Context: an optimization exercise on an open-source flow, tuned for a short achievable clock period and few clock cycles. The choices shown serve that exercise and are no tape-out recipe. Only simulation tests tie the RTL to the original design; equivalence was not proved. Power is estimated from default activity; no workload was simulated.

<file path="flow/config.mk">
export PLATFORM = sky130hd
export DESIGN_NAME = wzwave_fbs
export DESIGN_NICKNAME = wzwave_fbs
export VERILOG_FILES = /design/flow/design.v
export SDC_FILE = /design/flow/constraint.sdc
export NUM_CORES = 4
export LEC_CHECK = 0
export ABC_CLOCK_PERIOD_IN_PS = 2500
export CAP_MARGIN = 20
export CORE_MARGIN = 2
export CORE_UTILIZATION = 40
export SETUP_SLACK_MARGIN = 5
export SLEW_MARGIN = 20
</file>
<file path="flow/design.v">
module wzwave_fbs (
    input  wire        clk,
    input  wire        rst,
    input  wire        in_valid,
    input  wire [7:0]  in_data,
    output wire        in_ready,
    output wire        out_valid,
    input  wire        out_ready,
    output wire        out_hdr,
    output wire        out_last,
    output wire [3:0]  out_type,
    output wire [71:0] out_data
);
    localparam [7:0] B_SOF = 8'h01;
    localparam [7:0] B_ACK = 8'h06;
    localparam [7:0] B_NAK = 8'h15;
    localparam [7:0] B_CAN = 8'h18;
    localparam [3:0] T_CTL      = 4'd0;
    localparam [3:0] T_DIAG_CKS = 4'd1;
    localparam [3:0] T_DIAG_LEN = 4'd2;
    localparam [3:0] T_DIAG_MAL = 4'd3;
    localparam [3:0] T_VERSION  = 4'd4;
    localparam [3:0] T_MEMID    = 4'd5;
    localparam [3:0] T_SUC      = 4'd6;
    localparam [3:0] T_INIT     = 4'd7;
    localparam [3:0] T_NPI      = 4'd8;
    localparam [3:0] T_SEND     = 4'd9;
    localparam [3:0] T_RNI      = 4'd10;
    localparam [3:0] T_APPUPD   = 4'd11;
    localparam [3:0] T_ROUTING  = 4'd12;
    localparam [3:0] T_APPCMD   = 4'd13;
    localparam [3:0] T_OPAQUE   = 4'd14;
    localparam [1:0] S_HUNT   = 2'd0;
    localparam [1:0] S_GOTSOF = 2'd1;
    localparam [1:0] S_BODY   = 2'd2;
    localparam integer DAW    = 8;           
    localparam integer DDEPTH = 1 << DAW;
    localparam integer IAW    = 5;           
    localparam integer IDEPTH = 1 << IAW;
    localparam integer MARGIN = 4;           
    localparam integer PFD    = 4;           
    localparam integer IW = 4 + 40 + 1 + 1 + DAW;
    reg         in_rdy;
    reg         r_valid;
    reg  [7:0]  r_data;
    assign in_ready = in_rdy;
    always @(posedge clk) begin
        r_data <= in_data;
        if (rst)
            r_valid <= 1'b0;
        else
            r_valid <= in_valid && in_rdy;
    end
    reg  [12:0]    dmem [0:DDEPTH-1];    
    reg  [DAW:0]   wr_ptr;               
    reg  [DAW:0]   cm_ptr;               
    reg  [DAW:0]   ra_ptr;               
    reg  [IW-1:0]  imem [0:IDEPTH-1];
    reg  [IAW:0]   iw_ptr;
    reg  [IAW:0]   ir_ptr;
    reg  [1:0]  state;
    reg  [7:0]  len;
    reg  [7:0]  rem;           
    reg         lastb;         
    reg  [7:0]  n;             
    reg  [7:0]  acc;           
    reg  [7:0]  dir;
    reg  [7:0]  fc;
    reg  [1:0]  bpos;          
    reg  [7:0]  pidx;          
    reg  [7:0]  p0, p1, p2, p3, p4;
    reg  [7:0]  t0, t1, t2;    
    reg  [3:0]  k_type;
    reg  [7:0]  k_nmin;
    reg         k_short;       
    reg         k_bytes;       
    reg  [1:0]  k_first;
    reg         k_mask;        
    reg         k_mbase3;
    reg         k_ver;         
    reg  [4:0]  mj;            
    reg         f_has;         
    reg  [DAW-1:0] wr_last;    
    reg  [3:0]  d_type;
    reg  [7:0]  d_nmin;
    always @(*) begin
        d_type = T_OPAQUE;
        d_nmin = 8'd0;
        if (dir == 8'h01) begin
            case (r_data)
                8'h15: begin d_type = T_VERSION; d_nmin = 8'd1;  end
                8'h20: begin d_type = T_MEMID;   d_nmin = 8'd5;  end
                8'h56: begin d_type = T_SUC;     d_nmin = 8'd1;  end
                8'h02: begin d_type = T_INIT;    d_nmin = 8'd32; end
                8'h41: begin d_type = T_NPI;     d_nmin = 8'd5;  end
                8'h13: begin d_type = T_SEND;    d_nmin = 8'd1;  end
                8'h60: begin d_type = T_RNI;     d_nmin = 8'd1;  end
                8'h80: begin d_type = T_ROUTING; d_nmin = 8'd29; end
                default: ;
            endcase
        end else if (dir == 8'h00) begin
            case (r_data)
                8'h13: begin d_type = T_SEND;    d_nmin = 8'd2;  end
                8'h49: begin d_type = T_APPUPD;  d_nmin = 8'd2;  end
                8'h04: begin d_type = T_APPCMD;  d_nmin = 8'd3;  end
                default: ;
            endcase
        end
    end
    reg  [39:0] msg_raw;
    always @(*) begin
        msg_raw = 40'd0;
        case (k_type)
            T_VERSION: msg_raw[7:0] = t0;
            T_MEMID:   msg_raw = {p4, p0, p1, p2, p3};
            T_SUC:     msg_raw[8:0] = {(p0 != 8'h00), p0};
            T_INIT:    msg_raw[23:0] = {p2, p1, p0};
            T_NPI:     msg_raw = {t0, t1, t2, p1, p0};
            T_SEND: begin
                if (dir == 8'h01)
                    msg_raw[24:0] = {1'b1, 16'd0, p0};
                else
                    msg_raw[25:0] = {2'b10, p1, p0, 8'd0};
            end
            T_RNI:     msg_raw[8:0] = {(p0 == 8'h01), p0};
            T_APPUPD:  msg_raw[15:0] = {p1, p0};
            T_APPCMD:  msg_raw[23:0] = {p2, p1, p0};
            T_OPAQUE:  msg_raw[15:0] = {fc, dir};
            default: ;
        endcase
    end
    wire        is_ctl  = (r_data == B_ACK) || (r_data == B_NAK) || (r_data == B_CAN);
    wire        is_sof  = (r_data == B_SOF);
    wire        is_bad  = (r_data[7:2] == 6'd0) && (r_data[1:0] != 2'd3);
    wire        b_body  = r_valid && (state == S_BODY);
    wire        b_pay   = b_body && !lastb && (bpos == 2'd2);
    wire        st_byte = k_bytes && (pidx[7:2] != 6'd0 || pidx[1:0] >= k_first);
    wire        st_mask = k_mask && (!k_mbase3 || pidx[7:2] != 6'd0 || pidx[1:0] == 2'd3) &&
                          (mj != 5'd29);
    wire        st_adv  = st_byte || (st_mask && (r_data != 8'd0));
    wire [7:0]  st_data = k_ver ? t0 : r_data;
    wire        cks_ok  = (acc == r_data);
    reg          it_push;
    reg  [3:0]   it_type;
    reg  [39:0]  it_raw;
    reg          it_has;
    always @(*) begin
        it_push = 1'b0;
        it_type = T_CTL;
        it_raw  = {32'd0, r_data};
        it_has  = 1'b0;
        if (r_valid) begin
            case (state)
                S_HUNT: begin
                    if (is_ctl) it_push = 1'b1;
                end
                S_GOTSOF: begin
                    if (is_bad) begin
                        it_push = 1'b1;
                        it_type = T_DIAG_LEN;
                    end
                end
                default: begin
                    if (lastb) begin
                        it_push = 1'b1;
                        if (!cks_ok) begin
                            it_type = T_DIAG_CKS;
                            it_raw  = {16'd0, acc, r_data, len};
                        end else if (k_short) begin
                            it_type = T_DIAG_MAL;
                            it_raw  = {8'd0, k_nmin, n, fc, dir};
                        end else begin
                            it_type = k_type;
                            it_raw  = msg_raw;
                            it_has  = f_has;
                        end
                    end
                end
            endcase
        end
    end
    reg          q_v;
    reg  [IW-1:0] q_item;
    always @(posedge clk) begin
        if (rst)
            q_v <= 1'b0;
        else
            q_v <= it_push;
        q_item <= {it_type, it_raw, it_has, k_mask, wr_last};
    end
    always @(posedge clk) begin
        dmem[wr_ptr[DAW-1:0]] <= {mj, st_data};
        if (q_v)
            imem[iw_ptr[IAW-1:0]] <= q_item;
    end
    always @(posedge clk) begin
        if (rst) begin
            state  <= S_HUNT;
            wr_ptr <= {(DAW+1){1'b0}};
            cm_ptr <= {(DAW+1){1'b0}};
            iw_ptr <= {(IAW+1){1'b0}};
        end else begin
            if (q_v)
                iw_ptr <= iw_ptr + 1'b1;
            if (r_valid) begin
                case (state)
                    S_HUNT: begin
                        if (is_sof) state <= S_GOTSOF;
                    end
                    S_GOTSOF: begin
                        if (is_bad)
                            state <= is_sof ? S_GOTSOF : S_HUNT;
                        else
                            state <= S_BODY;
                    end
                    default: begin
                        if (lastb) begin
                            state <= S_HUNT;
                            if (cks_ok && !k_short)
                                cm_ptr <= wr_ptr;
                            else
                                wr_ptr <= cm_ptr;
                        end else if (b_pay && st_adv) begin
                            wr_ptr <= wr_ptr + 1'b1;
                        end
                    end
                endcase
            end
        end
    end
    always @(posedge clk) begin
        if (r_valid) begin
            if (state == S_GOTSOF) begin
                len     <= r_data;
                rem     <= r_data;
                lastb   <= 1'b0;
                n       <= r_data - 8'd3;
                acc     <= 8'hFF ^ r_data;
                bpos    <= 2'd0;
                pidx    <= 8'd0;
                mj      <= 5'd0;
                f_has   <= 1'b0;
                k_bytes <= 1'b0;
                k_mask  <= 1'b0;
                k_ver   <= 1'b0;
            end
            if (b_body) begin
                rem   <= rem - 8'd1;
                lastb <= (rem == 8'd2);
                acc   <= acc ^ r_data;
                if (bpos == 2'd0) begin
                    dir  <= r_data;
                    bpos <= 2'd1;
                end else if (bpos == 2'd1) begin
                    fc       <= r_data;
                    bpos     <= 2'd2;
                    k_type   <= d_type;
                    k_nmin   <= d_nmin;
                    k_short  <= (n < d_nmin);
                    k_bytes  <= (d_type == T_VERSION) || (d_type == T_APPUPD) ||
                                (d_type == T_APPCMD)  || (d_type == T_OPAQUE);
                    k_first  <= (d_type == T_APPUPD)  ? 2'd2 :
                                (d_type == T_APPCMD)  ? 2'd3 :
                                (d_type == T_VERSION) ? 2'd1 : 2'd0;
                    k_mask   <= (d_type == T_INIT) || (d_type == T_ROUTING);
                    k_mbase3 <= (d_type == T_INIT);
                    k_ver    <= (d_type == T_VERSION);
                end else if (!lastb) begin
                    pidx <= pidx + 8'd1;
                    if (pidx == 8'd0) p0 <= r_data;
                    if (pidx == 8'd1) p1 <= r_data;
                    if (pidx == 8'd2) p2 <= r_data;
                    if (pidx == 8'd3) p3 <= r_data;
                    if (pidx == 8'd4) p4 <= r_data;
                    t2 <= t1;
                    t1 <= t0;
                    t0 <= r_data;
                    if (st_mask) mj <= mj + 5'd1;
                    if (st_adv) begin
                        f_has   <= 1'b1;
                        wr_last <= wr_ptr[DAW-1:0];
                    end
                end
            end
        end
    end
    wire [IW-1:0]  inext   = imem[ir_ptr[IAW-1:0]];
    wire           i_nemp  = (ir_ptr != iw_ptr);
    wire [3:0]     in_type = inext[IW-1 -: 4];
    wire [39:0]    in_raw  = inext[IW-5 -: 40];
    wire [1:0]     in_tier = in_raw[5:4];
    reg  [71:0]    in_hdr;
    always @(*) begin
        in_hdr = {32'd0, in_raw};
        if (in_type == T_NPI) begin
            in_hdr = 72'd0;
            in_hdr[15:0]  = in_raw[15:0];
            in_hdr[16]    = in_raw[7];
            in_hdr[18:17] = in_tier;
            in_hdr[21:19] = in_raw[2:0];
            in_hdr[22]    = in_raw[11];
            in_hdr[23]    = in_raw[12];
            in_hdr[24]    = in_raw[8];
            in_hdr[25]    = !in_tier[1];
            in_hdr[41:26] = (in_tier == 2'd0) ? 16'd9600 :
                            (in_tier == 2'd1) ? 16'd40000 : 16'd0;
            in_hdr[65:42] = in_raw[39:16];
        end
    end
    reg            ih_v;
    reg  [3:0]     ih_type;
    reg  [71:0]    ih_hdr;
    reg            ih_has;
    reg            ih_mask;
    reg  [DAW-1:0] ih_last;
    reg  [12:0]    ga [0:15];
    reg            a_v;
    reg  [DAW-1:0] a_addr;
    reg  [20:0]    pf [0:PFD-1];         
    reg  [2:0]     pf_cnt;
    wire           rd_issue = (ra_ptr != cm_ptr) && ({1'b0, pf_cnt} + a_v < PFD);
    wire [20:0]    pf_new   = {a_addr, ga[a_addr[7:4]]};
    integer gi;
    always @(posedge clk) begin
        for (gi = 0; gi < 16; gi = gi + 1)
            ga[gi] <= dmem[{gi[3:0], ra_ptr[3:0]}];
        a_addr <= ra_ptr[DAW-1:0];
    end
    reg            busy;             
    reg            c_mask;
    reg  [3:0]     c_type;
    reg  [DAW-1:0] c_last;
    reg  [7:0]     wm;               
    reg            wm_v;
    reg            o_valid, s_valid;
    reg  [77:0]    o_beat, s_beat;   
    wire           o_take   = !o_valid || out_ready;
    wire           can_push = !(o_valid && s_valid);
    wire [20:0]    e_ent    = pf[0];
    wire           e_v      = (pf_cnt != 3'd0);
    wire [7:0]     e_byte   = e_ent[7:0];
    wire [4:0]     e_j      = e_ent[12:8];
    wire           e_lastent = (e_ent[20:13] == c_last);
    wire [7:0]     m_cur    = wm_v ? wm : e_byte;
    wire [7:0]     m_rest   = m_cur & (m_cur - 8'd1);
    wire           m_done   = (m_rest == 8'd0);
    reg  [2:0]     m_bit;
    always @(*) begin
        casez (m_cur)
            8'b???????1: m_bit = 3'd0;
            8'b??????10: m_bit = 3'd1;
            8'b?????100: m_bit = 3'd2;
            8'b????1000: m_bit = 3'd3;
            8'b???10000: m_bit = 3'd4;
            8'b??100000: m_bit = 3'd5;
            8'b?1000000: m_bit = 3'd6;
            default:     m_bit = 3'd7;
        endcase
    end
    wire [7:0]     m_id     = {e_j, m_bit} + 8'd1;
    reg            e_push;
    reg  [77:0]    e_beat;
    reg            e_ipop;
    reg            e_dpop;
    reg            e_end;
    always @(*) begin
        e_push = 1'b0;
        e_ipop = 1'b0;
        e_dpop = 1'b0;
        e_end  = 1'b0;
        e_beat = {1'b1, !ih_has, ih_type, ih_hdr};
        if (can_push) begin
            if (!busy) begin
                if (ih_v) begin
                    e_push = 1'b1;
                    e_ipop = 1'b1;
                end
            end else if (e_v) begin
                e_push = 1'b1;
                if (c_mask) begin
                    e_beat = {1'b0, e_lastent && m_done, c_type, 64'd0, m_id};
                    e_dpop = m_done;
                    e_end  = e_lastent && m_done;
                end else begin
                    e_beat = {1'b0, e_lastent, c_type, 64'd0, e_byte};
                    e_dpop = 1'b1;
                    e_end  = e_lastent;
                end
            end
        end
    end
    wire [DAW:0]   d_occ = wr_ptr - ra_ptr;
    wire [IAW:0]   i_occ = iw_ptr - ir_ptr;
    integer pi;
    always @(posedge clk) begin
        if (rst) begin
            ra_ptr  <= {(DAW+1){1'b0}};
            ir_ptr  <= {(IAW+1){1'b0}};
            a_v     <= 1'b0;
            pf_cnt  <= 3'd0;
            ih_v    <= 1'b0;
            busy    <= 1'b0;
            wm_v    <= 1'b0;
            o_valid <= 1'b0;
            s_valid <= 1'b0;
            in_rdy  <= 1'b0;
        end else begin
            a_v <= rd_issue;
            if (rd_issue)
                ra_ptr <= ra_ptr + 1'b1;
            pf_cnt <= pf_cnt + a_v - e_dpop;
            if (!ih_v || e_ipop) begin
                ih_v <= i_nemp;
                if (i_nemp)
                    ir_ptr <= ir_ptr + 1'b1;
            end
            if (e_ipop) begin
                busy   <= ih_has;
                c_mask <= ih_mask;
                c_type <= ih_type;
                c_last <= ih_last;
            end
            if (e_push && busy) begin
                if (c_mask) begin
                    wm   <= m_rest;
                    wm_v <= !m_done;
                end
                if (e_end)
                    busy <= 1'b0;
            end
            if (o_take) begin
                o_valid <= s_valid || e_push;
                s_valid <= 1'b0;
            end else if (e_push) begin
                s_valid <= 1'b1;
            end
            in_rdy <= (d_occ <= DDEPTH - MARGIN) && (i_occ <= IDEPTH - MARGIN - 1);
        end
    end
    always @(posedge clk) begin
        if (!ih_v || e_ipop) begin
            ih_type <= in_type;
            ih_hdr  <= in_hdr;
            ih_has  <= inext[DAW+1];
            ih_mask <= inext[DAW];
            ih_last <= inext[DAW-1:0];
        end
        for (pi = 0; pi < PFD; pi = pi + 1) begin
            if (e_dpop) begin
                if (pi == PFD - 1)
                    pf[pi] <= pf_new;
                else
                    pf[pi] <= (a_v && pf_cnt == pi + 1) ? pf_new : pf[pi + 1];
            end else if (a_v && pf_cnt == pi) begin
                pf[pi] <= pf_new;
            end
        end
        if (o_take)
            o_beat <= s_valid ? s_beat : e_beat;
        else if (e_push)
            s_beat <= e_beat;
    end
    assign out_valid = o_valid;
    assign out_hdr   = o_beat[77];
    assign out_last  = o_beat[76];
    assign out_type  = o_beat[75:72];
    assign out_data  = o_beat[71:0];
endmodule
</file>
<file path="flow/constraint.sdc">
create_clock -name core_clock -period 10.0 [get_ports {clk}]
set_input_delay 2.0000 -clock core_clock [delete_from_list [all_inputs] [get_ports {clk}]]
set_output_delay 2.0000 -clock core_clock [all_outputs]
set_load 0.01 [all_outputs]
</file>
<file path="flow/run.sh">
#!/bin/bash
# synth_recipe.tcl (not shown) runs the flow's synth.tcl, then flattens the netlist and writes it again
# the make line also repeats each setting of config.mk as NAME=value (left out here)
make -C /OpenROAD-flow-scripts/flow DESIGN_CONFIG=/design/flow/config.mk WORK_HOME=/design/flow/orfs CLKGATE_MAP_FILE= SYNTH_SCRIPT=/design/flow/synth_recipe.tcl finish
</file>
==> results of run 1 <==
area by class of cell:
class | count | area [sq um] | area share
Clock inverter | 296 | 3179 | 0.01253
Sequential cell | 5870 | 172300 | 0.6789
Inverter | 60 | 232.7 | 0.0009169
Antenna cell | 26 | 65.06 | 0.0002564
Tap cell | 7287 | 9117 | 0.03592
Clock buffer | 795 | 16280 | 0.06416
Multi-Input combinational cell | 3569 | 48650 | 0.1917
Timing Repair Buffer | 460 | 3956 | 0.01559
power by group through the flow:
stage / sequential (W) / combinational, W / clock (W)
floorplan: 0.0278 / 0.00344 / 0
global placement: 0.0281 / 0.00438 / 0
detailed placement: 0.0282 / 0.00447 / 0
CTS: 0.0276 / 0.00448 / 0.0224
global route: 0.0276 / 0.00472 / 0.0233
finish: 0.0276 / 0.00439 / 0.0221
what timing repair did:
item | 4_1_cts | 5_1_grt
gates resized for setup | 0 | 2
setup endpoints to repair | 0 | 2
hold buffers | 0 | 0
hold endpoints to repair | 0 | 0
per-stage QoR:
step	cells	util
6_report	18363	0.4587
3_5_place_dp	17239	0.4230
4_1_cts	18330	0.4582
5_1_grt	18350	0.4586
3_3_place_gp	17238	0.4229
2_1_floorplan	10062	-
registers in the layout, indices dropped and copies added, names as in the netlist, 54 cells and up, named ones only:
signal and count:
dmem 3328, imem 1728, ga 208, pf 84, o_beat 71, s_beat 71, ih_hdr 65, q_item 54
worst max-delay path, delay by kind of cell, from the launching register on:
family / cells / cell delay [ps]
compound gates: 2 / 350
buf+inv: 2 / 1070
flops: 1 / 780
mux: 2 / 1060
simple gates: 2 / 1040
logic make-up after synthesis:
logic type / synth area share
DFF: 0.7748
muxes: 0.1672
and+or+nand+nor: 0.02236
buffers and inverters: 0.01091
AOI/OAI and AO/OA: 0.01878
xor gates and xnor gates: 0.003190
adders and majority gates: 0.002813
other: 0.00001686
cell usage in the layout, fill, tap and decap left out, types with 22 or more instances in the layout:
cell type / n
edfxtp_1: 5471
mux4_2: 1576
clkbuf_16: 597
dfxtp_1: 386
buf_4: 347
nand2_1: 317
nor2_1: 310
clkbuf_1: 138
o21ai_0: 123
a22oi_1: 119
nor2_2: 98
clkinv_2: 97
clkinv_1: 86
clkdlybuf4s50_1: 83
a21oi_1: 82
mux2_2: 79
mux2i_1: 73
and2_1: 69
clkbuf_8: 60
inv_1: 56
nand3_1: 52
xnor2_1: 52
ha_1: 46
o221ai_1: 45
bufinv_16: 44
nor2_4: 36
nand4_1: 33
nor2b_1: 31
xor2_1: 29
diode_2: 26
a211oi_1: 22
metal layers:
metal / share of wire / wire length, um / up-vias / global-route usage
met5: 0.000053 / 31 / - / 0
met4: 0.032 / 18340 / 6 / 0.05947
met3: 0.089 / 51800 / 905 / 0.03833
met2: 0.48 / 277000 / 5152 / 0.3232
met1: 0.40 / 234500 / 57859 / 0.2858
li1: - / - / 43164 / -
worst max-delay path by stage:
stage	to	slack (ps)	cells past startpoint
after floorplan	mj[3]	4670	10
after global placement	ih_hdr[18]	5180	8
after detailed placement	ih_hdr[18]	5150	7
after CTS	ih_hdr[18]	5210	7
after global routing	ih_hdr[18]	5020	8
final	ih_hdr[18]	5290	8
==> results_dict.tcl, run 1 <==
set metrics [dict create \
    skew_ps 102.6 \
    startpoint_type "flop" \
    setup_viol 0 \
    finalMaxSlewViolations 0 \
    vias 107086 \
    path_max_fanout 44 \
    htree_levels 6 \
    r2r_setup_slack_ps 5290 \
    ys_warn_count 3 \
    yosysUniqueCellTypes 85 \
    internal_power_w 0.04208 \
    synth_most_common_cell "edfxtp_1" \
    fin_area_sq_um 253800 \
    placed_area_sq_um 234100 \
    cp.arrival_ps 5480 \
    ys_seq_area_frac 0.7748 \
    synth_top_area_cell "edfxtp_1" \
    grt_pass1_wl_um 816600 \
    worstRegToRegCells 8 \
    slowest_stage "dfxtp_4" \
    wl_um 581600 \
    hp-class "flop to flop" \
    clockPowerShare 0.408 \
    row_count 273 \
    routed_via_density 5.832 \
    holdCritStartpoint "wr_last[7]" \
    fp.dieH_um 749.6 \
    synth_top_area_frac 0.7388 \
    hpwl_um 333100 \
    required_ps 10770 \
    clock_sinks 5870 \
    setup_tns_ps 0 \
    min_to "q_item[7]" \
    peakVddDrop_mv 0.2016 \
    maxSlewHeadroom 0.2051 \
    drive_gt1_frac 0.2835 \
    synthArstFlopShare 0 \
    drt_iter0_markers 14812 \
    hold-worst-slack_ps 341.2 \
    wl_per_cell_um 31.67 \
    leakagePower_nw 80.13 \
    p_sw_frac 0.2226 \
    timing.final.ws_setup_ps 5289 \
    drc 0 \
    first_pass_iters 8 \
    rsz0062_at_grt "false" \
    clock_path_buffers 4 \
    clkSlewWorstSetupHoldPaths_ps 60 \
    comb_power_share 0.081 \
    max-cap-violations 0 \
    ys.flop_type "edfxtp_1" \
    core-area_sq_um 553400 \
    powerDensity_nw_per_um2 213.2 \
    syn_area_per_cell_sq_um 22.11 \
    max_freq_mhz 212.3 \
    critPathMaxStageDelay_ps 780 \
    syn_inst 10056 \
    cts_tree "built" \
    antenna_left 0 \
    crit_type "flop to flop" \
    die_area_sq_um 561900 \
    cts-root-buf "clkbuf_16" \
    synth_edf_count 5471 \
    nets 10612 \
    grtUsageTotal 0.2026 \
    netlist_area_sq_um 222400 \
    post-cts-setup-buffers 0 \
    holdPathStages 0 \
    outcome "complete, no violations" \
    nFillCells 45121 \
    yosys-top-cells-count "edfxtp_1, mux4_2, nor2_1" \
    antenna_found_initial 38 \
    crit_path_end_kind "flop" \
    power_frac_seq 0.511 \
    grt_pass1_vias 106682 \
    place.gp.congestion 0.8406 \
    path_cells "buf_4 -> mux4_2 -> mux4_2 -> o21a_1 -> or4_2 -> buf_4 -> or2_2 -> a21boi_1" \
    area_growth_syn_to_layout_pct 14.14 \
    place_ws_ps 5154 \
    fin_crit_ps 4711 \
    start_util 0.4018 \
    reg2reg_to "ih_hdr[18]" \
    power_w 0.05412 \
    insertion_delay_ps 1090 \
    ioPinCount 92 \
    finalHoldViolations 0 \
    synthTopCellsByArea "edfxtp_1, mux4_2, dfxtp_1, nor2_1, clkbuf_1" \
    io_buffer_count 84 \
    cts_buffers 591 \
    worst_pin_slew_ps 1191 \
    fin_crit_sh 0.4711 \
    switchingPower_w 0.01205 \
    die_w_um 749.6 \
    grt_max_degree 221 \
    ys_ff_latch 5870 \
    overflow 0 \
]
Testbench counts, summed over its fixed seeds: cycles 30,798.
==> run 2, diff against run 1 <==
==> flow/flow/run.sh (new file) <==
#!/bin/bash
set -euo pipefail
bash standard.sh SETUP_SLACK_MARGIN=7 finish > standard_make.log 2>&1
==> flow/standard.sh (new file) <==
#!/bin/bash
# synth_recipe.tcl (not shown) runs the flow's synth.tcl, then flattens the netlist and writes it again
# the make line also repeats each setting of config.mk as NAME=value (left out here)
make -C /OpenROAD-flow-scripts/flow DESIGN_CONFIG=/design/flow/config.mk WORK_HOME=/design/flow/orfs CLKGATE_MAP_FILE= SYNTH_SCRIPT=/design/flow/synth_recipe.tcl "${@:-finish}"
--- a/flow/config.mk
+++ b/flow/config.mk
@@ -11,3 +11,2 @@
 export CORE_UTILIZATION = 40
-export SETUP_SLACK_MARGIN = 5
 export SLEW_MARGIN = 20
removed: flow/run.sh
==> run 2 against run 1 <==
Wire length rose by 2.1%. Global-route usage rose by 0.36 points. Via count rose by 0.89%. Sequential power barely moved. Area after synthesis did not move. Clock power fell by 2%. Utilization rose by 0.71 points. Final area rose by 1.5%. Clock-buffer cell count rose by 46. Critical path type is now flop to output port. Largest power group unchanged. Highest routed layer unchanged.
==> results_dict.tcl, run 2 <==
set metrics [dict create \
    ys_seq_area_frac 0.7748 \
    cp.arrival_ps 1660 \
    stdcell_count 18519 \
    grt_max_degree 209 \
    power_w 0.05412 \
    place.gp.congestion 0.8304 \
    drt_iter0_markers 14751 \
    slowest_stage "edfxtp_1" \
    setup_viol 0 \
    grt_pass1_vias 109270 \
    yosysUniqueCellTypes 85 \
    start_util 0.4018 \
    crit_type "flop to output port" \
    path_cells "buf_2" \
    leakagePower_nw 81.64 \
    ys_ff_latch 5870 \
    overflow 0 \
    clock_sinks 5870 \
    finalMaxSlewViolations 0 \
    ys_warn_count 3 \
    nFillCells 44690 \
    htree_levels 6 \
    final_common_cell "edfxtp_1" \
    wl_um 593900 \
    startpoint_type "flop" \
    insertion_delay_ps 1120 \
    syn_inst 10056 \
    required_ps 8000 \
    clkSlewWorstSetupHoldPaths_ps 60 \
    fin_crit_sh 0.3661 \
    syn_area_per_cell_sq_um 22.11 \
    cts_tree "built" \
    grtUsageTotal 0.2062 \
    path_buf_inv 1 \
    fp.dieH_um 749.6 \
    outcome "complete, no violations" \
    drive_gt1_frac 0.3131 \
    synth_most_common_cell "edfxtp_1" \
    path_max_fanout 1 \
    timing.final.ws_setup_ps 6339 \
    critPathMaxStageDelay_ps 410 \
    reg2reg_to "ih_hdr[18]" \
    dp_cells 17222 \
    peakVddDrop_mv 0.2181 \
    cts-root-buf "clkbuf_16" \
    hold-worst-slack_ps 334.2 \
    skew_ps 127.1 \
    ioPinCount 92 \
    yosys-top-cells-count "edfxtp_1, mux4_2, nor2_1" \
    seqCellArea_sq_um 172300 \
    final_cell_mix "edfxtp_1, mux4_2, clkbuf_16" \
    synth_edf_count 5471 \
    postCtsHoldBufs 0 \
    maxSlewHeadroom 0.1594 \
    nets 10780 \
    cts_buffers 596 \
    holdCritStartpoint "ra_ptr[7]" \
    io_buffer_count 84 \
    finalHoldViolations 0 \
    row_count 273 \
    clock_path_buffers 4 \
    worstSetupEndpoint "out_data[24]" \
    hpwl_um 324900 \
    grt_pass1_wl_um 830200 \
    crit_cells 1 \
    rsz0062_at_grt "true" \
    setup_tns_ps 0 \
    r2r_setup_slack_ps 6710 \
    area_growth_syn_to_layout_pct 15.90 \
    largest_reg_flops 3328 \
    die_w_um 749.6 \
    ys.flop_type "edfxtp_1" \
    drc 0 \
    max-cap-violations 0 \
    hp-class "flop to flop" \
    max_freq_mhz 273.2 \
    synthArstFlopShare 0 \
    crit_path_end_kind "output port" \
    place_ws_ps 4891 \
    powerDensity_nw_per_um2 210.0 \
    wl_per_cell_um 32.07 \
    antenna_left 0 \
    fin_crit_ps 3661 \
    routed_via_density 5.834 \
    critPathTopFamily "flip-flops" \
    netlist_area_sq_um 222400 \
    core-area_sq_um 553400 \
    antenna_found_initial 30 \
    worstRegToRegCells 9 \
    startpoint "o_beat[24]" \
    vias 108037 \
    worst_pin_slew_ps 1261 \
    first_pass_iters 9 \
    synth_top_area_cell "edfxtp_1" \
    synthTopCellsByArea "edfxtp_1, mux4_2, dfxtp_1, nor2_1, clkbuf_1" \
    multi_input_area_sq_um 50130 \
    die_area_sq_um 561900 \
    synth_top_area_frac 0.7388 \
]
==> run 2: cell counts after synthesis <==
Identical to the previous run, type by type.
==> run 2: worst min path at each step <==
stage / end / slack [ps] / cells after the start
6_report: a_addr[7] / 330 / 0
3_5_place_dp: q_item[5] / 330 / 0
3_3_place_gp: q_item[7] / 320 / 0
2_1_floorplan: q_item[0] / 320 / 0
5_1_grt: q_item[7] / 360 / 0
4_1_cts: q_item[4] / 350 / 0
==> run 2: where the power goes <==
group,switching [W],internal (W),leakage [nW]
Clock,0.00935,0.0124,9.29
Sequential,0.000476,0.0271,55.8
Combinational,0.00226,0.00257,16.6
==> run 2: cell type report <==
type / instances / area share
inverters: 60 / 0.0009224
clock inverters: 257 / 0.009477
diodes: 12 / 0.0001165
flip-flops and latches: 5870 / 0.6687
well taps: 7287 / 0.03538
repair buffers: 614 / 0.02644
multi-input cells: 3578 / 0.1945
clock buffers: 841 / 0.06445
==> run 2: cell families after synthesis <==
family | count (synthesis) | share of synthesized area
AO/OA/AOI/OAI | 599 | 0.01878
XOR/XNOR | 81 | 0.003190
adder cells (fa/ha/maj) | 49 | 0.002813
buffers and inverters | 623 | 0.01091
flip-flops | 5870 | 0.7748
multiplexers | 1733 | 0.1672
other | 1 | 0.00001686
AND/OR/NAND/NOR | 1100 | 0.02236
==> run 2: layer usage <==
layer | GRT usage | wire, um | vias to the layer above
li1 | - | - | 43578
met1 | 0.2838 | 234400 | 58176
met2 | 0.3301 | 281600 | 5301
met3 | 0.04297 | 55580 | 980
met4 | 0.06846 | 22370 | 2
met5 | 0 | 20 | -
==> run 2: through the flow <==
| step | area (sq um) | util |
|---|---|---|
| finish | 257700 | 0.4657 |
| detailed placement | 234000 | 0.4229 |
| global route | 257700 | 0.4657 |
| floorplan | 222500 | - |
| global placement | 233900 | 0.4228 |
| CTS | 256300 | 0.4632 |
==> run 2: timing repair <==
action	in CTS	in global routing
gates cloned	40	6
endpoints found under the setup margin	4297	1241
gates resized for setup	702	128
setup buffers	92	46
pin swaps	63	41
==> run 3, diff against run 2 <==
--- a/flow/design.v
+++ b/flow/design.v
@@ -41,2 +41,3 @@
     localparam integer PFD    = 4;           
+    localparam integer MQD    = 4;           
     localparam integer IW = 4 + 40 + 1 + 1 + DAW;
@@ -53,3 +54,3 @@
     end
-    reg  [12:0]    dmem [0:DDEPTH-1];    
+    reg  [7:0]     dmem [0:DDEPTH-1];
     reg  [DAW:0]   wr_ptr;               
@@ -81,2 +82,3 @@
     reg  [4:0]  mj;            
+    reg  [28:0] mbm;           
     reg         f_has;         
@@ -183,2 +185,3 @@
     reg  [IW-1:0] q_item;
+    reg  [28:0]  q_mbm;
     always @(posedge clk) begin
@@ -189,7 +192,13 @@
         q_item <= {it_type, it_raw, it_has, k_mask, wr_last};
+        q_mbm  <= mbm;
     end
+    wire         q_mpush = q_v && q_item[DAW+1] && q_item[DAW];
+    reg  [28:0]  mq [0:MQD-1];
+    reg  [2:0]   mq_w, mq_r;
     always @(posedge clk) begin
-        dmem[wr_ptr[DAW-1:0]] <= {mj, st_data};
+        dmem[wr_ptr[DAW-1:0]] <= st_data;
         if (q_v)
             imem[iw_ptr[IAW-1:0]] <= q_item;
+        if (q_mpush)
+            mq[mq_w[1:0]] <= q_mbm;
     end
@@ -201,5 +210,6 @@
             iw_ptr <= {(IAW+1){1'b0}};
+            mq_w   <= 3'd0;
         end else begin
-            if (q_v)
-                iw_ptr <= iw_ptr + 1'b1;
+            iw_ptr <= iw_ptr + q_v;
+            mq_w   <= mq_w + q_mpush;
             if (r_valid) begin
@@ -241,2 +251,3 @@
                 mj      <= 5'd0;
+                mbm     <= 29'd0;
                 f_has   <= 1'b0;
@@ -277,3 +288,6 @@
                     t0 <= r_data;
-                    if (st_mask) mj <= mj + 5'd1;
+                    if (st_mask) begin
+                        mj <= mj + 5'd1;
+                        if (r_data != 8'd0) mbm[mj] <= 1'b1;
+                    end
                     if (st_adv) begin
@@ -315,9 +329,9 @@
     reg  [DAW-1:0] ih_last;
-    reg  [12:0]    ga [0:15];
+    reg  [7:0]     ga [0:15];
     reg            a_v;
     reg  [DAW-1:0] a_addr;
-    reg  [20:0]    pf [0:PFD-1];         
+    reg  [15:0]    pf [0:PFD-1];         
     reg  [2:0]     pf_cnt;
     wire           rd_issue = (ra_ptr != cm_ptr) && ({1'b0, pf_cnt} + a_v < PFD);
-    wire [20:0]    pf_new   = {a_addr, ga[a_addr[7:4]]};
+    wire [15:0]    pf_new   = {a_addr, ga[a_addr[7:4]]};
     integer gi;
@@ -334,11 +348,22 @@
     reg            wm_v;
+    reg  [4:0]     cj;               
+    reg  [28:0]    bm;               
+    function [4:0] ffs29(input [28:0] m);
+        integer k;
+        begin
+            ffs29 = 5'd0;
+            for (k = 28; k >= 0; k = k - 1)
+                if (m[k]) ffs29 = k[4:0];
+        end
+    endfunction
     reg            o_valid, s_valid;
     reg  [77:0]    o_beat, s_beat;   
+    reg  [77:0]    o_hold;           
     wire           o_take   = !o_valid || out_ready;
     wire           can_push = !(o_valid && s_valid);
-    wire [20:0]    e_ent    = pf[0];
+    wire [15:0]    e_ent    = pf[0];
     wire           e_v      = (pf_cnt != 3'd0);
     wire [7:0]     e_byte   = e_ent[7:0];
-    wire [4:0]     e_j      = e_ent[12:8];
-    wire           e_lastent = (e_ent[20:13] == c_last);
+    wire [4:0]     e_j      = cj;
+    wire           e_lastent = (e_ent[15:8] == c_last);
     wire [7:0]     m_cur    = wm_v ? wm : e_byte;
@@ -391,4 +416,8 @@
     end
+    wire [28:0]    mq_head  = mq[mq_r[1:0]];
+    wire [28:0]    bm_src   = e_ipop ? mq_head : bm;
+    wire [28:0]    bm_low   = bm_src & (~bm_src + 29'd1);
     wire [DAW:0]   d_occ = wr_ptr - ra_ptr;
     wire [IAW:0]   i_occ = iw_ptr - ir_ptr;
+    wire [2:0]     mq_occ = mq_w - mq_r;
     integer pi;
@@ -400,2 +429,3 @@
             pf_cnt  <= 3'd0;
+            mq_r    <= 3'd0;
             ih_v    <= 1'b0;
@@ -416,2 +446,3 @@
             end
+            mq_r <= mq_r + (e_ipop && ih_has && ih_mask);
             if (e_ipop) begin
@@ -436,3 +467,4 @@
             end
-            in_rdy <= (d_occ <= DDEPTH - MARGIN) && (i_occ <= IDEPTH - MARGIN - 1);
+            in_rdy <= (d_occ <= DDEPTH - MARGIN) && (i_occ <= IDEPTH - MARGIN - 1) &&
+                      (mq_occ <= MQD - 2);
         end
@@ -457,5 +489,9 @@
         end
-        if (o_take)
-            o_beat <= s_valid ? s_beat : e_beat;
-        else if (e_push)
+        if ((e_ipop && ih_mask) || (e_dpop && c_mask)) begin
+            cj <= ffs29(bm_src);
+            bm <= bm_src & ~bm_low;
+        end
+        o_beat <= o_take ? (s_valid ? s_beat : e_beat) : o_hold;
+        o_hold <= o_take ? (s_valid ? s_beat : e_beat) : o_beat;
+        if (!o_take && e_push)
             s_beat <= e_beat;
--- a/flow/config.mk
+++ b/flow/config.mk
@@ -10,3 +10,5 @@
 export CORE_MARGIN = 2
-export CORE_UTILIZATION = 40
+export CORE_UTILIZATION = 65
+export CTS_CLUSTER_DIAMETER = 100
+export CTS_CLUSTER_SIZE = 30
 export SLEW_MARGIN = 20
==> run 3 against run 2 <==
Still clean on timing, DRC and antenna. Final area decreased by 23%. Wire length shrank 21%. Combinational power hardly changed. Highest routed layer unchanged.
==> results_dict.tcl, run 3 <==
set metrics [dict create \
    outcome "complete, no violations" \
    crit_type "flop to output port" \
    comb_power_share 0.131 \
    rsz0062_at_grt "true" \
    netlist_area_sq_um 183000 \
    die_area_sq_um 285800 \
    nFillCells 16745 \
    ys_warn_count 3 \
    ys.flop_type "edfxtp_1" \
    r2r_setup_slack_ps 6850 \
    synthArstFlopShare 0 \
    max_freq_mhz 283.4 \
    skew_ps 53.45 \
    routed_via_density 6.945 \
    worstSetupEndpoint "out_valid" \
    crit_path_end_kind "output port" \
    ys_seq_area_frac 0.7586 \
    insertion_delay_ps 940 \
    stdcell_count 13115 \
    r2r_start "wr_ptr[4]" \
    clockPowerShare 0.256 \
    synth_edf_count 4293 \
    worstRegToRegCells 3 \
    antenna_found_initial 14 \
    first_pass_iters 8 \
    finalMaxSlewViolations 0 \
    yosysUniqueCellTypes 95 \
    htree_levels 4 \
    grt_pass1_vias 89031 \
    ys_ff_latch 4788 \
    overflow 0 \
    synthTopCellsByArea "edfxtp_1, mux4_2, dfxtp_1, nor2_1, nand2_1" \
    antenna_left 0 \
    p_sw_frac 0.2357 \
    ioPinCount 92 \
    place.gp.congestion 0.8991 \
    core-area_sq_um 279600 \
    seqCellArea_sq_um 139000 \
    path_max_fanout 2 \
    final_cell_mix "edfxtp_1, mux4_2, nand2_1" \
    postCtsHoldBufs 0 \
    internal_power_w 0.02843 \
    power_frac_seq 0.613 \
    clock_sinks 4788 \
    fp.dieH_um 534.6 \
    switchingPower_w 0.008767 \
    dp_cells 12522 \
    synth_top_family_by_area "multiplexers" \
    synthXorXnorAreaFrac 0.004308 \
    final_util 0.7136 \
    cts_tree "built" \
    peakVddDrop_mv 0.1884 \
    syn_area_per_cell_sq_um 20.24 \
    maxSlewHeadroom 0.1375 \
    wl_um 472100 \
    worst_pin_slew_ps 1294 \
    synth_simple_gate_area_share 0.03325 \
    synth.area.mux_share 0.1566 \
    grt_pass1_wl_um 666600 \
    clkSlewWorstSetupHoldPaths_ps 110 \
    drc 0 \
    hp-class "flop to flop" \
    final_common_cell "edfxtp_1" \
    timing.final.ws_setup_ps 6472 \
    synth_top_area_cell "edfxtp_1" \
    cts_buffers 182 \
    syn_inst 9039 \
    grt_max_degree 209 \
    finalHoldViolations 0 \
    die_w_um 534.6 \
    largest_reg_flops 2048 \
    yosys-top-cells-count "edfxtp_1, mux4_2, nor2_1" \
    synth_most_common_cell "edfxtp_1" \
    required_ps 8000 \
    drt_iter0_markers 13126 \
    synth_top_area_frac 0.7045 \
    reg2reg_to "dmem[62][2]" \
    row_count 194 \
    powerDensity_nw_per_um2 186.4 \
    startpoint "o_valid" \
    cp.arrival_ps 1530 \
    start_util 0.6544 \
    max-cap-violations 0 \
    setup_viol 0 \
    hold-worst-slack_ps 351.3 \
    vias 91078 \
    startpoint_type "flop" \
    io_buffer_count 91 \
    multi_input_area_sq_um 43840 \
    area_growth_syn_to_layout_pct 9.052 \
    synth-compound-area-share 0.03078 \
    drive_gt1_frac 0.2674 \
    fin_crit_ps 3528 \
    fin_crit_sh 0.3528 \
    synthAdderAreaFrac 0.003884 \
    leakagePower_nw 63.86 \
    setup_tns_ps 0 \
    clock_path_buffers 4 \
    grtUsageTotal 0.3314 \
    hpwl_um 261800 \
    cts-root-buf "clkbuf_16" \
    wl_per_cell_um 35.99 \
    place_ws_ps 4526 \
    nets 9299 \
]
-- run 3: logic make-up after synthesis --
group / after synthesis
adders and majority gates: 55
buffers and inverters: 577
xor gates and xnor gates: 90
and+or+nand+nor: 1338
muxes: 1346
DFF: 4788
AOI/OAI and AO/OA: 845
-- run 3: power groups by stage --
stage	combinational, W	clock (W)	sequential [W]
after floorplan	0.00310	0	0.0229
after global placement	0.00422	0	0.0233
after detailed placement	0.00427	0	0.0233
after CTS	0.00478	0.00961	0.0228
after global routing	0.00515	0.0102	0.0228
final	0.00486	0.00953	0.0228
-- run 3: area by class of cell --
type / count / share of cell area
clock inverters: 8 / 0.0005643
clock buffers: 327 / 0.02651
multi-input cells: 3680 / 0.2197
repair inverters: 2 / 0.00008778
inverters: 79 / 0.001712
well taps: 3724 / 0.02335
flip-flops and latches: 4788 / 0.6968
repair buffers: 499 / 0.03122
diodes: 8 / 0.0001003
-- run 3: worst min path at each step --
stage / start / end / slack, ps / depth (start not counted)
detailed placement: wr_last[6] / q_item[6] / 330 / 0
floorplan: wr_last[0] / q_item[0] / 320 / 0
finish: wr_last[6] / q_item[6] / 350 / 0
global placement: wr_last[6] / q_item[6] / 330 / 0
CTS: wr_last[6] / q_item[6] / 350 / 0
global route: wr_last[6] / q_item[6] / 370 / 0
-- run 3: critical path, stage by stage, from the launching register on --
cell,delay [ps]
dfxtp_4,370
buf_12,130
buf_6,110
-- run 3: per-stage QoR --
step | total power, W | area [sq um]
floorplan | 0.02603 | 183100
global placement | 0.02748 | 188500
detailed placement | 0.02754 | 188500
CTS | 0.03720 | 198100
global route | 0.03822 | 199500
finish | 0.03720 | 199600
-- run 3: timing repair --
action | in CTS | in global routing
pin swaps | 38 | 29
gates cloned | 40 | 12
gates resized for setup | 985 | 183
setup endpoints to repair | 4455 | 2103
hold endpoints to repair | 0 | 0
setup buffers | 138 | 58
-- run 3: routing by layer --
metal | track usage | vias to the layer above | part of all wire
met4 | 0.1218 | 2 | 0.042
met3 | 0.04111 | 733 | 0.085
li1 | - | 37082 | -
met5 | 0.001666 | - | 0.00014
met2 | 0.5434 | 4823 | 0.50
met1 | 0.4686 | 48438 | 0.37
Testbench counts of run 3, summed over its fixed seeds: cycles 30,798.
==> run 4, diff against run 3 <==
--- a/flow/design.v
+++ b/flow/design.v
@@ -37,3 +37,3 @@
     localparam integer DDEPTH = 1 << DAW;
-    localparam integer IAW    = 5;           
+    localparam integer IAW    = 4;           
     localparam integer IDEPTH = 1 << IAW;
@@ -42,3 +42,3 @@
     localparam integer MQD    = 4;           
-    localparam integer IW = 4 + 40 + 1 + 1 + DAW;
+    localparam integer IW = 4 + 1 + 40;
     reg         in_rdy;
@@ -191,6 +191,7 @@
             q_v <= it_push;
-        q_item <= {it_type, it_raw, it_has, k_mask, wr_last};
+        q_item <= {it_type, it_has, it_has ? {wr_last, it_raw[31:0]} : it_raw};
         q_mbm  <= mbm;
     end
-    wire         q_mpush = q_v && q_item[DAW+1] && q_item[DAW];
+    wire         q_mpush = q_v && q_item[40] &&
+                           (q_item[44:41] == T_INIT || q_item[44:41] == T_ROUTING);
     reg  [28:0]  mq [0:MQD-1];
@@ -303,3 +304,4 @@
     wire [3:0]     in_type = inext[IW-1 -: 4];
-    wire [39:0]    in_raw  = inext[IW-5 -: 40];
+    wire           in_has  = inext[40];
+    wire [39:0]    in_raw  = in_has ? {8'd0, inext[31:0]} : inext[39:0];
     wire [1:0]     in_tier = in_raw[5:4];
@@ -359,2 +361,3 @@
     reg            o_valid, s_valid;
+    reg            o_valid_p;        
     reg  [77:0]    o_beat, s_beat;   
@@ -434,2 +437,3 @@
             o_valid <= 1'b0;
+            o_valid_p <= 1'b0;
             s_valid <= 1'b0;
@@ -461,2 +465,3 @@
             end
+            o_valid_p <= o_take ? (s_valid || e_push) : o_valid;
             if (o_take) begin
@@ -467,3 +472,3 @@
             end
-            in_rdy <= (d_occ <= DDEPTH - MARGIN) && (i_occ <= IDEPTH - MARGIN - 1) &&
+            in_rdy <= (d_occ <= DDEPTH - MARGIN) && (i_occ <= IDEPTH - MARGIN) &&
                       (mq_occ <= MQD - 2);
@@ -475,5 +480,5 @@
             ih_hdr  <= in_hdr;
-            ih_has  <= inext[DAW+1];
-            ih_mask <= inext[DAW];
-            ih_last <= inext[DAW-1:0];
+            ih_has  <= in_has;
+            ih_mask <= (in_type == T_INIT) || (in_type == T_ROUTING);
+            ih_last <= inext[39:32];
         end
@@ -498,3 +503,3 @@
     end
-    assign out_valid = o_valid;
+    assign out_valid = o_valid_p;
     assign out_hdr   = o_beat[77];
--- a/flow/config.mk
+++ b/flow/config.mk
@@ -10,3 +10,3 @@
 export CORE_MARGIN = 2
-export CORE_UTILIZATION = 65
+export CORE_UTILIZATION = 72
 export CTS_CLUSTER_DIAMETER = 100
==> run 4 against run 3 <==
Sequential share of layout area fell by 0.19 points. Clock skew fell by 9.4 ps. Non-clock buffer count fell by 167. Critical endpoint is now in_ready. Largest power group unchanged.
==> results_dict.tcl, run 4 <==
set metrics [dict create \
    outcome "complete, no violations" \
    maxSlewHeadroom 0.2656 \
    path_cells "buf_6" \
    yosysUniqueCellTypes 95 \
    row_count 164 \
    synth_simple_gate_area_share 0.03854 \
    power_w 0.02766 \
    syn_area_per_cell_sq_um 19.44 \
    finalMaxSlewViolations 0 \
    place.gp.congestion 0.8804 \
    antenna_found_initial 10 \
    fin_area_sq_um 156200 \
    largest_reg_flops 2048 \
    routed_via_density 7.030 \
    crit_path_end_kind "output port" \
    cts-root-buf "clkbuf_16" \
    wl_per_cell_um 33.42 \
    peakVddDrop_mv 0.2237 \
    clock_sinks 3768 \
    setup_viol 0 \
    timing.final.ws_setup_ps 6504 \
    startpoint_type "flop" \
    rsz0062_at_grt "true" \
    leakagePower_nw 49.48 \
    insertion_delay_ps 880 \
    ys_warn_count 3 \
    die_area_sq_um 204000 \
    overflow 0 \
    synth.area.mux_share 0.1499 \
    drc 0 \
    wl_um 343600 \
    placed_area_sq_um 148200 \
    ys_ff_latch 3768 \
    setup_tns_ps 0 \
    cp.arrival_ps 1500 \
    max_freq_mhz 286.1 \
    nets 7560 \
    finalHoldViolations 0 \
    cts_tree "built" \
    clkSlewWorstSetupHoldPaths_ps 110 \
    io_buffer_count 91 \
    synthTopCellsByArea "edfxtp_1, mux4_2, dfxtp_1, nor2_1, nand2_1" \
    drt_iter0_markers 9748 \
    synth_top_area_cell "edfxtp_1" \
    synth_top_family_by_area "multiplexers" \
    synth_most_common_cell "edfxtp_1" \
    cts_buffers 144 \
    synth_top_area_frac 0.6837 \
    skew_ps 44.01 \
    path_max_fanout 2 \
    htree_levels 4 \
    syn_inst 7421 \
    final_cell_mix "edfxtp_1, mux4_2, dfxtp_1" \
    ys.flop_type "edfxtp_1" \
    grt_max_degree 233 \
    crit_type "flop to output port" \
    final_common_cell "edfxtp_1" \
    core-area_sq_um 199500 \
    area_growth_syn_to_layout_pct 8.229 \
    slowest_stage "dfxtp_4" \
    start_util 0.7234 \
    place_ws_ps 5508 \
    clock_path_buffers 3 \
    critPathTopFamily "flip-flops" \
    vias 72265 \
    die_w_um 451.7 \
    synthAdderAreaFrac 0.004795 \
    max-cap-violations 0 \
    synthXorXnorAreaFrac 0.005342 \
    fin_crit_ps 3496 \
    fin_crit_sh 0.3496 \
    grt_pass1_wl_um 497000 \
    synthArstFlopShare 0 \
    path_buf_inv 1 \
    hp-class "flop to flop" \
    synth_edf_count 3285 \
    hpwl_um 200300 \
    ys_seq_area_frac 0.7507 \
    drive_gt1_frac 0.2640 \
    required_ps 8000 \
    ioPinCount 92 \
    worst_pin_slew_ps 1102 \
    fp.dieH_um 451.7 \
    critPathMaxStageDelay_ps 500 \
    antenna_left 0 \
    grtUsageTotal 0.3400 \
    yosys-top-cells-count "edfxtp_1, mux4_2, dfxtp_1" \
    final_util 0.7830 \
    synth-compound-area-share 0.03745 \
    netlist_area_sq_um 144300 \
    grt_pass1_vias 71614 \
    first_pass_iters 9 \
    powerDensity_nw_per_um2 177.2 \
]
## run 4: cell types whose count changed in the layout (fill, tap and decap cells not counted), moves of 29 or more
cell,previous run,this run
clkbuf_16,202,153
nand2_1,395,302
mux4_2,1206,896
mux2_4,1,30
buf_4,238,155
edfxtp_1,4293,3285
clkbuf_1,136,105
## run 4: through the flow
stage / hold WS [ps] / std cells
detailed placement: 354.5 / 9867
CTS: 378.9 / 10227
global route: 384.6 / 10276
floorplan: 329.0 / 7421
finish: 378.8 / 10280
global placement: 352.4 / 9867
## run 4: final timing paths
path / startpoint / to / slack, ps / depth (start not counted)
hold reg to reg: mbm[28] / q_mbm[28] / 380 / 0
setup / recovery: in_rdy / in_ready / 6500 / 1
hold / removal: mbm[28] / q_mbm[28] / 380 / 0
setup reg to reg: pf[0][1] / pf_cnt[1] / 6870 / 14
## run 4: repair_timing
action                     4_1_cts  5_1_grt
setup endpoints to repair     3154     2284
gates cloned                    14        8
gates resized for setup        879      188
hold buffers                     0        0
pin swaps                       15       17
buffers inserted                77       37
## run 4: kinds of logic after synthesis
group,count (synthesis)
xor gates and xnor gates,88
AOI/OAI and AO/OA,799
adders and majority gates,54
DFF,3768
muxes,1025
and+or+nand+nor,1213
buffers and inverters,474
## run 4: report_power, final
group / internal, W / switching, W
clock network: 0.00288 / 0.00455
registers: 0.0174 / 0.000352
logic: 0.00122 / 0.00122
total: 0.0215 / 0.00612
## run 4: layer usage
metal	routed length [um]	global-route usage	vias to the layer above
met2	171300	0.5516	3966
met4	17240	0.1475	10
met1	123100	0.4672	37779
li1	-	-	29897
met5	71	0	-
met3	31820	0.05800	613
## run 4: cell type report
class / instances / area, sq um
multi-input cells: 3187 / 35960
diodes: 6 / 15.01
fillers: 10353 / 43290
flip-flops and latches: 3768 / 108500
repair buffers: 332 / 3770
repair inverters: 1 / 8.758
clock inverters: 15 / 191.4
inverters: 61 / 277.8
well taps: 2656 / 3323
clock buffers: 254 / 4100
Testbench counts of run 4, summed over its fixed seeds: cycles 30,885.
==> run 5, diff against run 4 <==
--- a/flow/design.v
+++ b/flow/design.v
@@ -43,3 +43,4 @@
     localparam integer IW = 4 + 1 + 40;
-    reg         in_rdy;
+    reg         in_rdy;        
+    reg         in_rdy_n;      
     reg         r_valid;
@@ -52,3 +53,3 @@
         else
-            r_valid <= in_valid && in_rdy;
+            r_valid <= in_valid && !in_rdy_n;
     end
@@ -360,8 +361,9 @@
     endfunction
-    reg            o_valid, s_valid;
-    reg            o_valid_p;        
+    reg            o_valid_n;        
+    reg            o_valid, s_valid; 
+    wire           o_full   = !o_valid_n;
     reg  [77:0]    o_beat, s_beat;   
-    reg  [77:0]    o_hold;           
-    wire           o_take   = !o_valid || out_ready;
-    wire           can_push = !(o_valid && s_valid);
+    reg  [77:0]    o_hold_n;         
+    wire           o_take   = !o_full || out_ready;
+    wire           can_push = !(o_full && s_valid);
     wire [15:0]    e_ent    = pf[0];
@@ -436,6 +438,7 @@
             wm_v    <= 1'b0;
-            o_valid <= 1'b0;
-            o_valid_p <= 1'b0;
+            o_valid   <= 1'b0;
+            o_valid_n <= 1'b1;
             s_valid <= 1'b0;
             in_rdy  <= 1'b0;
+            in_rdy_n <= 1'b1;
         end else begin
@@ -465,5 +468,5 @@
             end
-            o_valid_p <= o_take ? (s_valid || e_push) : o_valid;
+            o_valid <= o_take ? (s_valid || e_push) : o_full;
             if (o_take) begin
-                o_valid <= s_valid || e_push;
+                o_valid_n <= !(s_valid || e_push);
                 s_valid <= 1'b0;
@@ -472,4 +475,6 @@
             end
-            in_rdy <= (d_occ <= DDEPTH - MARGIN) && (i_occ <= IDEPTH - MARGIN) &&
-                      (mq_occ <= MQD - 2);
+            in_rdy   <= (d_occ <= DDEPTH - MARGIN) && (i_occ <= IDEPTH - MARGIN) &&
+                        (mq_occ <= MQD - 2);
+            in_rdy_n <= !((d_occ <= DDEPTH - MARGIN) && (i_occ <= IDEPTH - MARGIN) &&
+                          (mq_occ <= MQD - 2));
         end
@@ -498,4 +503,5 @@
         end
-        o_beat <= o_take ? (s_valid ? s_beat : e_beat) : o_hold;
-        o_hold <= o_take ? (s_valid ? s_beat : e_beat) : o_beat;
+        o_beat <= o_take ? (s_valid ? s_beat : e_beat) : ~o_hold_n;
+        if (o_take)
+            o_hold_n <= ~(s_valid ? s_beat : e_beat);
         if (!o_take && e_push)
@@ -503,3 +509,3 @@
     end
-    assign out_valid = o_valid_p;
+    assign out_valid = o_valid;
     assign out_hdr   = o_beat[77];
--- a/flow/config.mk
+++ b/flow/config.mk
@@ -12,3 +12,3 @@
 export CTS_CLUSTER_DIAMETER = 100
-export CTS_CLUSTER_SIZE = 30
+export CTS_CLUSTER_SIZE = 26
 export SLEW_MARGIN = 20
==> run 5 against run 4 <==
Critical endpoint unchanged. Clock power grew 4.4%. Area after synthesis rose by 0.12%. Sequential cell count is 12 lower. Final area about the same. Clock skew down 0.63 ps.
==> results_dict.tcl, run 5 <==
set metrics [dict create \
    netlist_area_sq_um 144500 \
    insertion_delay_ps 890 \
    synth_most_common_cell "edfxtp_1" \
    cts_tree "built" \
    synth_top_area_frac 0.6976 \
    die_w_um 451.9 \
    grt_pass1_wl_um 493000 \
    max_freq_mhz 290.6 \
    drt_iter0_markers 10243 \
    drc 0 \
    core-area_sq_um 199700 \
    ys.flop_type "edfxtp_1" \
    routed_via_density 7.018 \
    clock_path_buffers 3 \
    setup_tns_ps 0 \
    grt_pass1_vias 70650 \
    crit_path_end_kind "output port" \
    skew_ps 43.38 \
    place.gp.congestion 0.8625 \
    overflow 0 \
    fp.dieH_um 451.9 \
    stdcell_count 10269 \
    synth_edf_count 3356 \
    final_cell_mix "edfxtp_1, mux4_2, dfxtp_1" \
    finalMaxSlewViolations 0 \
    maxSlewHeadroom 0.2610 \
    wl_per_cell_um 33.47 \
    critPathMaxStageDelay_ps 430 \
    critPathTopFamily "flip-flops" \
    max-cap-violations 0 \
    synthArstFlopShare 0 \
    hpwl_um 199000 \
    path_max_fanout 1 \
    htree_levels 4 \
    outcome "complete, no violations" \
    clock_sinks 3756 \
    cts_buffers 162 \
    path_cells "buf_6" \
    hp-class "flop to flop" \
    die_area_sq_um 204200 \
    grtUsageTotal 0.3387 \
    startpoint "in_rdy" \
    syn_inst 7380 \
    yosysUniqueCellTypes 94 \
    fin_crit_sh 0.3441 \
    final_common_cell "edfxtp_1" \
    nets 7540 \
    wl_um 343700 \
    grt_max_degree 257 \
    yosys-top-cells-count "edfxtp_1, mux4_2, nor2_1" \
    vias 72068 \
    clkSlewWorstSetupHoldPaths_ps 100 \
    r2r_start "wr_ptr[6]" \
    start_util 0.7236 \
    ioPinCount 92 \
    worst_pin_slew_ps 1108 \
    leakagePower_nw 48.57 \
    area_growth_syn_to_layout_pct 8.188 \
    syn_area_per_cell_sq_um 19.58 \
    cp.arrival_ps 1440 \
    synthTopCellsByArea "edfxtp_1, mux4_2, dfxtp_1, nor2_1, mux2i_1" \
    powerDensity_nw_per_um2 194.1 \
    power_w 0.03034 \
    io_buffer_count 84 \
    peakVddDrop_mv 0.2074 \
    antenna_left 0 \
    slowest_stage "dfxtp_4" \
    cts-root-buf "clkbuf_16" \
    row_count 164 \
    dp_cells 9828 \
    drive_gt1_frac 0.2500 \
    synth_top_area_cell "edfxtp_1" \
    ys_warn_count 3 \
    setup_viol 0 \
    r2r_setup_slack_ps 6760 \
    path_buf_inv 1 \
    largest_reg_flops 2048 \
    ys_seq_area_frac 0.7530 \
    fin_crit_ps 3441 \
    required_ps 8000 \
    crit_type "flop to output port" \
    startpoint_type "flop" \
    ys_ff_latch 3756 \
    finalHoldViolations 0 \
    rsz0062_at_grt "true" \
    holdCritStartpoint "mbm[4]" \
    antenna_found_initial 13 \
    first_pass_iters 9 \
]
-- run 5: cell types whose count changed after synthesis, sizes merged, moves of 16 or more --
cell	change
nor2	+60
o221ai	-25
nand2	-41
edfxtp	+71
dfxtp	-83
o21a	-104
o21ai	-32
and2	-17
mux2i	+56
a21o	-16
-- run 5: stage by stage --
step | setup slack (ps) | util | hold WS (ps) | instance area, sq um
3_5_place_dp | 4850 | 0.7430 | 355.7 | 148300
4_1_cts | 6498 | 0.7763 | 377.6 | 155000
6_report | 6559 | 0.7828 | 377.3 | 156300
3_3_place_gp | 4936 | 0.7429 | 356.8 | 148300
2_1_floorplan | 5246 | - | 329.0 | 144600
5_1_grt | 6528 | 0.7828 | 397.7 | 156300
-- run 5: logic make-up (layout without fill, tap and decap cells) --
| kind of cell | Yosys count | after routing | synth area share |
|---|---|---|---|
| xor+xnor | 90 | 90 | 0.005456 |
| flops | 3756 | 3756 | 0.7530 |
| other cells | 1 | 15 | 0.00002596 |
| buf+inv | 488 | 701 | 0.01348 |
| mux | 1085 | 1087 | 0.1535 |
| compound gates | 669 | 670 | 0.03062 |
| fa+ha+maj | 54 | 54 | 0.004763 |
| simple gates | 1237 | 1240 | 0.03910 |
-- run 5: power by group --
part	total, W	switching, W	internal (W)	leakage, nW
combinational	0.00432	0.00212	0.00220	12.1
sequential	0.0183	0.000514	0.0178	34.2
clock	0.00775	0.00455	0.00320	2.24
total	0.0303	0.00719	0.0232	48.6
-- run 5: path summary, 6_finish.rpt --
path / endpoint / cells past startpoint
worst min register to register: q_mbm[4] / 0
worst min-delay path: q_mbm[4] / 0
worst max-delay path: in_ready / 1
worst max register to register: dmem[29][6] / 3
-- run 5: timing repair --
item | 4_1_cts | 5_1_grt
setup endpoints to repair | 2611 | 1872
pin swaps | 10 | 14
hold buffers | 0 | 0
buffers inserted | 69 | 47
cloned | 15 | 7
resized for setup | 680 | 210
-- run 5: routing by layer --
metal | vias to the layer above | global-route usage | share of wire
met4 | 8 | 0.1369 | 0.046
li1 | 29919 | - | -
met3 | 601 | 0.05305 | 0.096
met1 | 37450 | 0.4787 | 0.36
met2 | 4090 | 0.5446 | 0.50
met5 | - | 0 | 0.00062
-- run 5: cell type report --
| type | instances | area (sq um) |
|---|---|---|
| antenna | 8 | 20.02 |
| clock buffer | 287 | 4651 |
| clock inverter | 7 | 61.31 |
| fill | 10214 | 43360 |
| inverter | 72 | 306.5 |
| multi-input combinational | 3148 | 35340 |
| sequential | 3756 | 108900 |
| tap | 2656 | 3323 |
| timing repair buffer | 333 | 3642 |
| timing repair inverter | 2 | 17.52 |
Testbench counts of run 5, summed over its fixed seeds: cycles 30,885.
==> run 6, diff against run 5 <==
--- a/flow/design.v
+++ b/flow/design.v
@@ -40,2 +40,3 @@
     localparam integer MARGIN = 4;           
+    localparam integer IMARGIN = 5;          
     localparam integer PFD    = 4;           
@@ -43,2 +44,3 @@
     localparam integer IW = 4 + 1 + 40;
+    reg         room;          
     reg         in_rdy;        
@@ -200,3 +202,4 @@
     always @(posedge clk) begin
-        dmem[wr_ptr[DAW-1:0]] <= st_data;
+        if (b_pay && st_adv)
+            dmem[wr_ptr[DAW-1:0]] <= st_data;
         if (q_v)
@@ -441,3 +444,4 @@
             s_valid <= 1'b0;
-            in_rdy  <= 1'b0;
+            room     <= 1'b0;
+            in_rdy   <= 1'b0;
             in_rdy_n <= 1'b1;
@@ -475,6 +479,6 @@
             end
-            in_rdy   <= (d_occ <= DDEPTH - MARGIN) && (i_occ <= IDEPTH - MARGIN) &&
+            room     <= (d_occ <= DDEPTH - MARGIN) && (i_occ <= IDEPTH - IMARGIN) &&
                         (mq_occ <= MQD - 2);
-            in_rdy_n <= !((d_occ <= DDEPTH - MARGIN) && (i_occ <= IDEPTH - MARGIN) &&
-                          (mq_occ <= MQD - 2));
+            in_rdy   <= room;
+            in_rdy_n <= !room;
         end
==> run 6 against run 5 <==
Still clean. Synthesized cell count down 1.6%. Non-clock buffer count up 119. Critical path depth unchanged. Area after synthesis down 0.41%. Largest cell class unchanged. Highest routed layer unchanged.
==> results_dict.tcl, run 6 <==
set metrics [dict create \
    max-cap-violations 0 \
    placed_area_sq_um 148200 \
    skew_ps 50.66 \
    p_sw_frac 0.2345 \
    antenna_left 0 \
    synthArstFlopShare 0 \
    r2r_setup_slack_ps 6830 \
    startpoint_type "flop" \
    area_growth_syn_to_layout_pct 11.13 \
    cts-root-buf "clkbuf_16" \
    path_max_fanout 1 \
    slowest_stage "dfxtp_4" \
    nets 7577 \
    hpwl_um 205300 \
    die_area_sq_um 203400 \
    hp-class "flop to flop" \
    row_count 164 \
    power_frac_seq 0.595 \
    drc 0 \
    powerDensity_nw_per_um2 189.0 \
    wl_per_cell_um 35.66 \
    path_buf_inv 1 \
    use_met3 0.05145 \
    insertion_delay_ps 910 \
    largest_reg_flops 2048 \
    grt_pass1_vias 71577 \
    synth_top_area_frac 0.7005 \
    critPathMaxStageDelay_ps 370 \
    crit_type "flop to output port" \
    yosys-top-cells-count "edfxtp_1, mux4_2, nor2_1" \
    ys_seq_area_frac 0.7563 \
    critPathTopFamily "flip-flops" \
    fp.dieH_um 451.0 \
    leakagePower_nw 50.04 \
    finalHoldViolations 0 \
    setup_tns_ps 0 \
    core-area_sq_um 199200 \
    synth_most_common_cell "edfxtp_1" \
    clock_path_buffers 3 \
    synth_top_area_cell "edfxtp_1" \
    first_pass_iters 10 \
    synth_edf_count 3356 \
    seqCellArea_sq_um 109000 \
    grt_max_degree 157 \
    vias 73855 \
    wl_um 368800 \
    grt_use_met2 0.5817 \
    netlist_area_sq_um 143900 \
    switchingPower_w 0.007087 \
    path_cells "buf_6" \
    overflow 0 \
    final_common_cell "edfxtp_1" \
    max_freq_mhz 298.3 \
    busiest_layer "met2" \
    drt_iter0_markers 11542 \
    outcome "complete, no violations" \
    clkSlewWorstSetupHoldPaths_ps 100 \
    cts_buffers 162 \
    drive_gt1_frac 0.2801 \
    nFillCells 9609 \
    clockPowerShare 0.261 \
    start_util 0.7221 \
    ys_warn_count 3 \
    grt_pass1_wl_um 522000 \
    synthTopCellsByArea "edfxtp_1, mux4_2, dfxtp_1, nor2_1, mux2i_1" \
    clock_sinks 3757 \
    cts_tree "built" \
    final_cell_mix "edfxtp_1, mux4_2, dfxtp_1" \
    place.gp.congestion 0.9120 \
    setup_viol 0 \
    comb_power_share 0.145 \
    antenna_found_initial 19 \
    htree_levels 4 \
    cp.arrival_ps 1350 \
    crit_path_end_kind "output port" \
    multi_input_area_sq_um 36860 \
    grtUsageTotal 0.3626 \
    worst_pin_slew_ps 1169 \
    die_w_um 451.0 \
    maxSlewHeadroom 0.2207 \
    syn_area_per_cell_sq_um 19.80 \
    peakVddDrop_mv 0.2153 \
    io_buffer_count 84 \
    rsz0062_at_grt "true" \
    syn_inst 7265 \
    finalMaxSlewViolations 0 \
    met1_usage 0.5031 \
    ys_ff_latch 3757 \
    ys.flop_type "edfxtp_1" \
    fin_crit_ps 3352 \
    ioPinCount 92 \
    required_ps 8000 \
    fin_crit_sh 0.3352 \
    yosysUniqueCellTypes 87 \
    routed_via_density 7.142 \
    internal_power_w 0.02314 \
    fin_area_sq_um 159900 \
]
run 6: what timing repair did:
action / 4_1_cts / 5_1_grt
resized for setup: 1116 / 209
endpoints found under the setup margin: 3322 / 2827
gates cloned: 34 / 15
setup buffers: 111 / 93
pin swaps: 51 / 103
hold buffers: 0 / 0
run 6: cell families after synthesis:
group                      Yosys count  share of synthesized area
buffers and inverters              471                    0.01312
muxes                             1096                     0.1545
xor gates and xnor gates            90                   0.005479
adders and majority gates           55                   0.004940
and+or+nand+nor                   1190                    0.03755
other                                1                 0.00002607
AOI/OAI and AO/OA                  605                    0.02807
DFF                               3757                     0.7563
run 6: cell type report:
| cell class | instances | area share |
|---|---|---|
| sequential | 3757 | 0.6815 |
| antenna | 42 | 0.0006574 |
| tap | 2656 | 0.02079 |
| multi-input combinational | 3059 | 0.2306 |
| clock buffer | 293 | 0.02976 |
| timing repair buffer | 452 | 0.03409 |
| clock inverter | 4 | 0.0004304 |
| timing repair inverter | 2 | 0.0001096 |
| inverter | 76 | 0.002058 |
run 6: per-stage QoR:
step	hold WS (ps)	instances	total power [W]	setup WS, ps	utilization
after detailed placement	360.1	9748	0.02226	4122	0.7439
after floorplan	347.9	7271	0.02106	4992	-
final	398.0	10341	0.03022	6648	0.8024
after global placement	357.7	9748	0.02218	4239	0.7439
after global routing	404.8	10339	0.03102	6619	0.8024
after CTS	396.4	10190	0.03012	6597	0.7919
run 6: final timing paths:
| path | to | cells past startpoint | startpoint |
|---|---|---|---|
| min | q_mbm[26] | 0 | mbm[26] |
| max reg2reg | dmem[121][4] | 13 | r_data[5] |
| min reg2reg | q_mbm[26] | 0 | mbm[26] |
| max | out_data[3] | 1 | o_beat[3] |
run 6: metal layers:
metal	wire length [um]	vias up
met3	36820	829
met5	26	-
li1	-	29871
met4	21270	4
met2	182800	5184
met1	127900	37967
run 6: power groups by stage:
stage	combinational (W)	sequential [W]	clock [W]
2_1_floorplan	0.00294	0.0181	0
3_3_place_gp	0.00385	0.0183	0
3_5_place_dp	0.00391	0.0183	0
4_1_cts	0.00429	0.0179	0.00789
5_1_grt	0.00461	0.0180	0.00841
6_report	0.00437	0.0180	0.00788
Testbench counts of run 6, summed over its fixed seeds: cycles 30,927.

Check on run 6: ideal ports give 6.648 ns setup slack; a clkbuf_16 on the clock port and buf_2 on the inputs give 6.542 ns; moving port delays by the midpoint clock arrival (0.990 ns) as well gives 6.157 ns.
